This is an optimization exercise on Yosys and OpenROAD, whose aim is small area, a short achievable clock period and few clock cycles per item, not a production implementation.
At most, simulation tests tie the RTL to the original design; equivalence was not proved.
Only the layout flow was run in run 1; the RTL was not checked for function there.

==> flow/design.v, too long to show whole: its modules and the start of the top module <==
// module cvdsp_noise: 2527 lines
module cvdsp_noise (
    input  wire        clk,
    input  wire        rst,           
    input  wire        start,
    input  wire [1:0]  op,
    input  wire        clk_flag,      
    input  wire        hold_flag,     
    input  wire [2:0]  scale_sel,     
    input  wire [31:0] now,           
    input  wire [7:0]  pot_a,         
    input  wire [7:0]  pot_b,         
    input  wire [7:0]  pot3,          
    input  wire [15:0] raw_a,         
    input  wire [15:0] raw_b,         
    input  wire [31:0] arg,           
    input  wire [31:0] cfg_tmin,      
    input  wire [31:0] cfg_tmax,      
    input  wire [15:0] cfg_ext_thresh,  
    input  wire [31:0] cfg_pulse_us,  
    output wire        done,
    output wire  [13:0] quant_mv,      
    output wire         pulse,         
    output wire  [1:0]  fired,         
    output wire  [31:0] seed,          
    output wire  [13:0] cur_a,         
    output wire  [13:0] cur_b,         
    output wire  [31:0] last_a,        
    output wire  [31:0] last_b,        
    output wire  [2:0]  scale,         
    output wire         armed,         
    output wire  [31:0] pulse_until    
);
  // ...
==> flow/flow/run.sh <==
#!/bin/bash
# The standard layout, with plain buffers (sky130_fd_sc_hd__buf_2) on the
# ports instead of buffer_ports's default choice, and timing repair asked for
# 9 ns of setup slack at the design's clock period.
# The make output goes to layout.log here; ORFS's per-step logs stay under orfs/logs.
set -euo pipefail
export BUFFER_PORTS_ARGS="-buffer_cell sky130_fd_sc_hd__buf_2"
export SETUP_SLACK_MARGIN=9
bash standard.sh > layout.log 2>&1
==> flow/standard.sh <==
#!/bin/bash
# synth_recipe.tcl (not shown) runs the flow's synth.tcl, then flattens the netlist and writes it again
# the make line also repeats each setting of config.mk as NAME=value (left out here)
make -C /OpenROAD-flow-scripts/flow DESIGN_CONFIG=/design/flow/config.mk WORK_HOME=/design/flow/orfs CLKGATE_MAP_FILE= SYNTH_SCRIPT=/design/flow/synth_recipe.tcl "${@:-finish}"
==> flow/config.mk <==
export PLATFORM = sky130hd
export DESIGN_NAME = cvdsp_noise
export DESIGN_NICKNAME = cvdsp_noise
export VERILOG_FILES = /design/flow/design.v
export SDC_FILE = /design/flow/constraint.sdc
export NUM_CORES = 4
export LEC_CHECK = 0
export ABC_AREA = 1
export CAP_MARGIN = 20
export CORE_MARGIN = 2
export CORE_UTILIZATION = 40
export PLACE_DENSITY = 0.6
export SLEW_MARGIN = 20
==> flow/constraint.sdc <==
create_clock -name core_clock -period 22.0 [get_ports {clk}]
set_input_delay 4.4000 -clock core_clock [delete_from_list [all_inputs] [get_ports {clk}]]
set_output_delay 4.4000 -clock core_clock [all_outputs]
set_load 0.01 [all_outputs]
==> results by group, run 1 <==
Outcome
  • Status: complete, no violations

Global routing
  • Total track usage: 0.3283
  • Vias in the first global route: 84,364

Timing
  • Final setup fails: 0
  • Post-route clock period utilization: 0.5930
  • Final clock skew: 0.02284 ns
  • RSZ-0062 raised after global routing: true
  • Setup ws final: 8.954 ns

Layout
  • Antenna diodes: 9
  • Area grow syn2layout: 14.32%
  • Filler cell count: 20,688
  • Most common cell after layout, fill and taps aside: nand2_1

Routing
  • Via density: 5.899
  • First-pass iteration count of the detailed router: 6
  • Post-Route WL: 356,500 microns
  • Antenna viol nets, final: 0

Synthesis
  • Mapped Area: 81,300 sq um
  • Number of flops mapped to enable cells by yosys: 0
  • Post-synthesis adder-cell area fraction: 0.3180

CTS
  • Clock Latency Late Sink: 0.63 ns
  • # H-tree levels: 1

Floorplanning
  • Initial Util: 0.4023
  • Tap Cells: 2,672
  • Core Region: 202,100 sq um
  • Die Span Y: 454.8 microns

Setup path
  • CP endpoint kind: flip-flop
  • Critical path class: in -> reg
  • CP Data Required Time: 22.53 ns

Hold path
  • Hold Path Depth: 2
  • HP Class: reg -> reg

Placement
  • Final GP Congestion: 1.018
  • I/O Buffers: 419
==> run 2, diff against run 1 <==
--- a/flow/design.v
+++ b/flow/design.v
@@ -2239,17 +2239,17 @@
     wire [31:0] last_rb = p1_fb ? p1_now : st_last_b;
     wire [15:0] c_a = cube_lut(pot_a);
     wire [15:0] c_b = cube_lut(pot_b);
     wire [32:0] m_span = {1'b0, cfg_tmin} - {1'b0, cfg_tmax};
     wire [31:0] el_a = now - last_ra;
     wire [31:0] el_b = now - last_rb;
     wire [12:0] w  = win_lut(pot3);
     wire [14:0] w2 = {1'b0, w, 1'b0};
-    wire [12:0] w_lo = wlo_lut(pot3);
+    wire [12:0] w_lo = 13'd5000 - w;
     wire [34:0] fa_mx = {{2{m_span[32]}}, m_span};
     wire [2:0] fa_t0 = {c_a[1], c_a[0], 1'b0};
     wire fa_one0 = fa_t0[1] ^ fa_t0[0];
     wire fa_two0 = (fa_t0 == 3'b100) || (fa_t0 == 3'b011);
     wire fa_neg0 = fa_t0[2];
     wire [34:0] fa_pp0 = (({35{fa_one0}} & fa_mx) | ({35{fa_two0}} & {fa_mx[33:0], 1'b0})) ^ {35{fa_neg0}};
     wire [49:0] fa_row0 = {{15{1'b0}}, ~fa_pp0[34], fa_pp0[33:0]} << 0;
     wire [2:0] fa_t1 = {c_a[3], c_a[2], c_a[1]};
==> run 2 against run 1 <==
  * Via count fell by 1.6%
  * First-iteration DRC count rose by 16%
  * Maximum frequency up 1.8%
  * Utilization shrank 0.54 points
  * Highest routed layer unchanged
  * Synthesized cell count down 1.4%
  * Routed wire length fell by 3.2%
==> results by group, run 2 <==
Global routing
  • First-pass GRT wire length: 512,000 microns (was 526,200 microns)
  • Initial antenna violation count: 10 (unchanged)
  • Total track usage: 0.3214 (was 0.3283)
  • Largest net degree at the start of global routing: 83 (was 88)
  • Vias in the first global route: 82,621 (was 84,364)
  • GRT Residual Overflow: 0 (unchanged)

Job
  • Max Cap Viol: 0 (unchanged)

Routing
  • Antenna viol nets, final: 0 (unchanged)
  • Routed vias: 85,706 (was 87,088)
  • Starting DRC count in detailed routing: 10,042 (was 8,626)
  • First-pass iteration count of the detailed router: 9 (was 6)
  • Via density: 5.895 (was 5.899)
  • Post-Route WL: 345,000 microns (was 356,500 microns)
  • WL per Instance: 23.73 microns (was 24.15 microns)
  • Detailed-route DRC error count: 0 (unchanged)

CTS
  • Clock tree buffer depth: 3 (unchanged)
  • Clk slew on worst S/H paths: 0.06 ns (was 0.07 ns)
  • # H-tree levels: 2 (was 1)
  • Clock Sinks: 262 (unchanged)
  • Clock Latency Late Sink: 0.58 ns (was 0.63 ns)
  • Root Driver: clkbuf_16 (unchanged)
  • CTS tree: built (unchanged)
  • CTS buffer count: 36 (was 31)

Timing
  • Fmax: 0.07801 GHz (was 0.07665 GHz)
  • Rel. slew slack: 0.2331 (was 0.2073)
  • Hold Violations, Final: 0 (unchanged)
  • Final setup fails: 0 (unchanged)
  • Post-route worst hold slack: 0.4704 ns (was 0.4805 ns)
  • Crit path time final: 12.82 ns (was 13.05 ns)
  • Tightest Pin Transition: 1.138 ns (was 1.180 ns)
  • Max Slew Vio Count: 0 (unchanged)
  • RSZ-0062 raised after global routing: true (unchanged)
  • Final clock skew: 0.03828 ns (was 0.02284 ns)
  • Post-route clock period utilization: 0.5826 (was 0.5930)
  • Setup TNS Final: 0 ns (unchanged)

Synthesis
  • Async set or reset register ratio after synthesis: 0 (unchanged)
  • Number of flops mapped to enable cells by yosys: 0 (unchanged)
  • Ranking of synthesized cells by area: fa_1 18%, ha_1 14%, xor2_1 9.4%, nand2_1 9.3%, inv_1 8.4% (was fa_1 18%, ha_1 14%, xor2_1 9.4%, nand2_1 9.0%, inv_1 8.4%)
  • Syn Area/Cell: 6.911 sq um (was 6.914 sq um)
  • Top FF cell, synth: dfxtp_1 (unchanged)
  • Syn nets: 13,469 (was 13,629)
  • Yosys reg bits: 262 (unchanged)
  • Post-synth top area cell: fa_1 (unchanged)
  • Syn Inst Count: 11,601 (was 11,760)
  • Seq/Total Area, Yosys: 0.06542 (was 0.06451)
  • Mapped Area: 80,170 sq um (was 81,300 sq um)
  • Most common library cells after synthesis: 1,989 x nand2_1, 1,794 x inv_1, 894 x ha_1 (was 1,949 x nand2_1, 1,820 x inv_1, 917 x nor2_1)
  • Cell with the most instances after synthesis: nand2_1 (unchanged)
  • Post-synth cell types: 74 (was 76)
  • YS warnings: 1 (unchanged)
  • Top-area cell type share of the netlist area: 0.1828 (was 0.1802)

Setup path
  • Critical R2R Launch: st_sbase[10] (was st_sbase[6])
  • Cell family with most CP delay: simple AND/OR/NAND/NOR gates (was adder cells)
  • Critical path class: reg -> out (was in -> reg)
  • Setup crit start: p1_v1[9] (was pot3[0])
  • Cell repeated most along the worst path: nand2_1
  • Crit path max-delay cell type: nor2_1 (was fa_1)
  • CP Data Required Time: 17.60 ns (was 22.53 ns)
  • Startpoint Class: flip-flop (was input port)
  • CP endpoint kind: output port (was flip-flop)
  • WP data arrival: 8.42 ns (was 13.58 ns)
  • Critical Path Fanout Max: 8 (was 6)
  • Buffers & Inverters on Critical Path: 12 (was 10)
  • Max incr delay on CP: 0.55 ns (was 0.56 ns)

Floorplanning
  • Core Region: 199,500 sq um (was 202,100 sq um)
  • Initial Util: 0.4020 (was 0.4023)
  • Die Span Y: 451.7 microns (was 454.8 microns)
  • Chip Width: 451.7 microns (was 454.8 microns)
  • # IOs: 420 (unchanged)
  • Die area: 204,000 sq um (was 206,900 sq um)
  • Row count: 164 (was 165)

Placement
  • I/O Buffers: 419 (unchanged)
  • DP Wirelength: 260,900 microns (was 269,700 microns)
  • Final GP Congestion: 1.007 (was 1.018)

Layout
  • Final Util: 0.4545 (was 0.4599)
  • Area grow syn2layout: 13.07% (was 14.32%)
  • Most common cell after layout, fill and taps aside: nand2_1 (unchanged)
  • Most frequent cells in the layout: 1,921 x nand2_1, 1,729 x inv_1, 845 x ha_1 (was 1,844 x nand2_1, 1,743 x inv_1, 858 x xor2_1)
  • Nets: 13,721 (was 13,926)
  • Share of layout cells above drive strength 1: 0.1264 (was 0.1405)

Outcome
  • Status: complete, no violations (unchanged)

Hold path
  • HP Class: reg -> reg (unchanged)
  • Min-delay src: st_last_b[0] (unchanged)
-- run 2: changes by cell type after synthesis, moves of 24 or more --
| cell | change |
|---|---|
| o22ai_1 | -55 |
| nand3_2 | -24 |
| nor2_1 | -53 |
| nand3_1 | +55 |
| o21ai_1 | +25 |
| o21ai_0 | -57 |
| nand2_1 | +40 |
| inv_1 | -26 |
-- run 2: path summary, 6_finish.rpt --
path / end / slack (ns) / depth (start not counted)
max: pulse_until[17] / 9.18 / 57
min: st_last_b[0] / 0.47 / 2
max reg2reg: p1_v2[13] / 9.79 / 62
min reg2reg: st_last_b[0] / 0.47 / 2
-- run 2: final cells by class --
cell class              count  area, sq um
diodes                      4        10.01
clock buffers              44        970.9
clock inverters            19        180.2
fillers                 20615       108800
inverters                1858         7183
multi-input cells        8884        67750
flip-flops and latches    262         5276
well taps                2656         3323
repair buffers            809         5941
repair inverters            2        15.01
-- run 2: cells by family (layout without fill, tap and decap cells) --
family | count (synthesis) | in the layout | share of synthesized area
AOI/OAI and AO/OA | 2578 | 2578 | 0.1927
xor gates and xnor gates | 1033 | 1033 | 0.1158
adders and majority gates | 1626 | 1626 | 0.3223
buffers and inverters | 2455 | 2732 | 0.1166
DFF | 262 | 262 | 0.06542
muxes | 2 | 2 | 0.0002497
other | 0 | 4 | 0
and+or+nand+nor | 3645 | 3645 | 0.1870
-- run 2: timing repair --
action,CTS,global route
endpoints found under the hold margin,0,0
cloned,7,12
gates resized for setup,267,483
buffers inserted,95,100
hold buffers,0,0
pin swaps,27,128
setup endpoints to repair,83,70
-- run 2: worst min-delay path, delay by kind of cell (launching register included) --
kind	cells	cell delay (ns)
AO/OA/AOI/OAI	1	0.06
flip-flops	1	0.29
AND/OR/NAND/NOR	1	0.07
-- run 2: routing by layer --
layer	GRT usage	share of wire	vias up
met3	0.06612	0.10	1061
met5	0	0.00020	-
met4	0.1689	0.063	12
met2	0.4873	0.43	5071
met1	0.4290	0.41	40886
li1	-	-	38676
-- run 2: through the flow --
| stage | instances | worst slack, ns | area, sq um |
|---|---|---|---|
| global placement | 14256 | 6.800 | 84840 |
| floorplan | 11601 | 9.016 | 80180 |
| CTS | 14422 | 9.002 | 87840 |
| finish | 14538 | 9.182 | 90650 |
| detailed placement | 14257 | 6.707 | 84860 |
| global route | 14537 | 8.793 | 90650 |
Testbench counts of run 2, summed over its fixed seeds: cycles 12,000, commands 12,000.
==> run 3, diff against run 2 <==
==> flow/flow/run.sh (replaced) <==
#!/bin/bash
# The standard layout, with plain buffers (sky130_fd_sc_hd__buf_2) on the
# ports instead of buffer_ports's default choice, and timing repair asked for
# 9.5 ns of setup slack at the design's clock period.
# The make output goes to layout.log here; ORFS's per-step logs stay under orfs/logs.
set -euo pipefail
export BUFFER_PORTS_ARGS="-buffer_cell sky130_fd_sc_hd__buf_2"
export SETUP_SLACK_MARGIN=9.5
bash standard.sh > layout.log 2>&1
==> run 3 against run 2 <==
  * Still clean on timing, DRC and antenna
  * Area after synthesis is the same
  * Highest routed layer unchanged
  * Synthesized cell count did not move
  * First-iteration DRC count increased by 0.49%
==> results by group, run 3 <==
Outcome
  • Status: complete, no violations (unchanged)

Timing
  • Rel. slew slack: 0.2027 (was 0.2331)
  • Setup TNS Final: 0 ns (unchanged)
  • Max Slew Vio Count: 0 (unchanged)
  • Crit path time final: 12.53 ns (was 12.82 ns)
  • Tightest Pin Transition: 1.188 ns (was 1.138 ns)
  • Post-route worst hold slack: 0.4764 ns (was 0.4704 ns)
  • Hold Violations, Final: 0 (unchanged)
  • Final clock skew: 0.02619 ns (was 0.03828 ns)
  • RSZ-0062 raised after global routing: true (unchanged)
  • Post-route clock period utilization: 0.5695 (was 0.5826)
  • Fmax: 0.07981 GHz (was 0.07801 GHz)
  • Final setup fails: 0 (unchanged)

Layout
  • Share of layout cells above drive strength 1: 0.1690 (was 0.1264)
  • Nets: 13,898 (was 13,721)
  • Most frequent cells in the layout: 1,830 x nand2_1, 1,687 x inv_1, 828 x xor2_1 (was 1,921 x nand2_1, 1,729 x inv_1, 845 x ha_1)
  • Final Non-Filler Cells: 14,719 (was 14,538)
  • Area grow syn2layout: 18.58% (was 13.07%)
  • Most common cell after layout, fill and taps aside: nand2_1 (unchanged)
  • Final Util: 0.4767 (was 0.4545)

Hold path
  • HP Class: reg -> reg (unchanged)

Synthesis
  • Post-synth top area cell: fa_1 (unchanged)
  • Async set or reset register ratio after synthesis: 0 (unchanged)
  • Mapped Area: 80,170 sq um (unchanged)
  • Yosys reg bits: 262 (unchanged)
  • Syn nets: 13,469 (unchanged)
  • Syn Inst Count: 11,601 (unchanged)
  • Ranking of synthesized cells by area: fa_1 18%, ha_1 14%, xor2_1 9.4%, nand2_1 9.3%, inv_1 8.4% (unchanged)
  • YS warnings: 1 (unchanged)
  • Seq/Total Area, Yosys: 0.06542 (unchanged)
  • Number of flops mapped to enable cells by yosys: 0 (unchanged)
  • Post-synth cell types: 74 (unchanged)
  • Most common library cells after synthesis: 1,989 x nand2_1, 1,794 x inv_1, 894 x ha_1 (unchanged)
  • Cell with the most instances after synthesis: nand2_1 (unchanged)
  • Top-area cell type share of the netlist area: 0.1828 (unchanged)
  • Syn Area/Cell: 6.911 sq um (unchanged)
  • Top FF cell, synth: dfxtp_1 (unchanged)

Routing
  • Antenna viol nets, final: 0 (unchanged)
  • Via density: 5.894 (was 5.895)
  • Post-Route WL: 356,700 microns (was 345,000 microns)
  • Detailed-route DRC error count: 0 (unchanged)
  • Starting DRC count in detailed routing: 10,091 (was 10,042)
  • First-pass iteration count of the detailed router: 8 (was 9)
  • WL per Instance: 24.24 microns (was 23.73 microns)
  • Routed vias: 86,757 (was 85,706)

Setup path
  • Critical path class: in -> reg (was reg -> out)
  • Cell repeated most along the worst path: nand2_2 (was nand2_1)
  • Crit path max-delay cell type: fa_1 (was nor2_1)
  • Startpoint Class: input port (was flip-flop)
  • CP Data Required Time: 22.47 ns (was 17.60 ns)
  • WP data arrival: 13.00 ns (was 8.42 ns)
  • CP endpoint kind: flip-flop (was output port)
  • Critical Path Fanout Max: 11 (was 8)
  • Max incr delay on CP: 0.56 ns (was 0.55 ns)

Job
  • Max Cap Viol: 0 (unchanged)

Floorplanning
  • Row count: 164 (unchanged)
  • # IOs: 420 (unchanged)
  • Chip Width: 451.7 microns (unchanged)
  • Initial Util: 0.4020 (unchanged)
  • Die area: 204,000 sq um (unchanged)
  • Core Region: 199,500 sq um (unchanged)
  • Die Span Y: 451.7 microns (unchanged)

Global routing
  • First-pass GRT wire length: 519,200 microns (was 512,000 microns)
  • Initial antenna violation count: 9 (was 10)
  • Met1 Use GR: 0.4388 (was 0.4290)
  • Grt met2 use: 0.5036 (was 0.4873)
  • Vias in the first global route: 83,432 (was 82,621)
  • Largest net degree at the start of global routing: 80 (was 83)
  • Total track usage: 0.3271 (was 0.3214)
  • GRT met3 Usage: 0.05645 (was 0.06612)
  • GRT Residual Overflow: 0 (unchanged)
  • Busiest metal layer after global routing: met2 (unchanged)

CTS
  • Clock Sinks: 262 (unchanged)
  • CTS buffer count: 36 (unchanged)
  • Clk slew on worst S/H paths: 0.06 ns (about the same)
  • Clock tree buffer depth: 3 (unchanged)
  • # H-tree levels: 2 (unchanged)
  • Clock Latency Late Sink: 0.58 ns (about the same)
  • CTS tree: built (unchanged)
  • Root Driver: clkbuf_16 (unchanged)

Placement
  • Final GP Congestion: 0.9875 (was 1.007)
  • I/O Buffers: 419 (unchanged)
  • Cells after DPL: 14,258 (was 14,257)
  • DP Wirelength: 263,600 microns (was 260,900 microns)
[run 3: changes by cell type in the layout (fill, tap and decap cells not counted), moves of 32 or more]
cell and change:
ha_4 +38, nand2_1 -91, nor2_1 -32, inv_2 +36, buf_4 +120, nand2_2 +46
ha_1 -41, o21ai_0 -47, nand2_4 +44, inv_1 -42
[run 3: logic make-up (layout without fill, tap and decap cells)]
logic type      Yosys count  after routing  synth area share
simple gates           3645           3645            0.1870
compound gates         2578           2578            0.1927
buf+inv                2455           2910            0.1166
fa+ha+maj              1626           1626            0.3223
xor+xnor               1033           1033            0.1158
flops                   262            262           0.06542
mux                       2              2         0.0002497
other cells               0              7                 0
[run 3: final timing paths]
check	start	to	slack (ns)	depth (start not counted)
max reg2reg	st_sbase[8]	p1_v1[13]	9.83	60
min reg2reg	st_last_b[0]	st_last_b[0]	0.48	2
max	pot3[1]	p1_v1[13]	9.47	54
min	st_last_b[0]	st_last_b[0]	0.48	2
[run 3: layout make-up]
class                      instances  area [sq um]
multi-input combinational       8884         69930
timing repair buffer             988          8008
inverter                        1858          7246
antenna                            7         17.52
sequential                       262          5271
clock buffer                      49          1040
tap                             2656          3323
clock inverter                    15         231.5
fill                           20100        104400
[run 3: per-layer routing]
metal  up-vias  wire, microns
met3      1014          35900
li1      39074              -
met4         6          22220
met1     41606         144400
met2      5057         154100
met5         -             39
[run 3: what timing repair did]
| item | CTS | global route |
|---|---|---|
| gates cloned | 12 | 20 |
| pin swaps | 95 | 300 |
| hold buffers | 0 | 0 |
| setup buffers | 134 | 224 |
| gates resized for setup | 523 | 849 |
| hold endpoints to repair | 0 | 0 |
| setup endpoints to repair | 91 | 72 |
[run 3: critical path: cells and delay by family]
| kind | cells | cell delay (ns) |
|---|---|---|
| adders and majority gates | 8 | 3.08 |
| AOI/OAI and AO/OA | 17 | 2.54 |
| xor gates and xnor gates | 3 | 0.45 |
| buffers and inverters | 8 | 0.91 |
| and+or+nand+nor | 18 | 1.60 |
[run 3: metrics by stage]
step / area [sq um] / worst slack (ns)
global placement: 84970 / 6.578
finish: 95070 / 9.470
detailed placement: 84970 / 6.435
floorplan: 80340 / 9.484
CTS: 89510 / 9.503
global route: 95060 / 9.019

[re-timing with driven ports]
Ports are ideal in the flow. The routed layouts listed here were re-timed in OpenROAD.
Step 1: set_driving_cell puts a clkbuf_16 on clk and a buf_2 on each other input, an assumption about the parent block.
Step 2 moves the port delays by t, midway between the first and last clock arrival at a register: inputs arrive t later, outputs are due t later. That takes back most of the time a late clock gives input paths.
Slacks: no drivers / after step 1 / after step 2; pairs: no drivers / after step 1.
run	t (ns)	setup slack, ns	worst setup path after step 2	latest minus earliest clock arrival (ns)	cell pins on the clock port's net
run 1	0.700	8.954 / 8.886 / 8.186	input to register	0.025 / 0.025	1
run 2	0.629	9.182 / 9.115 / 8.603	input to register	0.038 / 0.038	1
run 3	0.637	9.470 / 9.420 / 8.809	input to register	0.026 / 0.027	1
After both steps setup and hold are still met in every run listed. For run 1, which loses most, drivers alone change the setup slack by -0.068 ns; drivers and shift together by -0.768 ns.
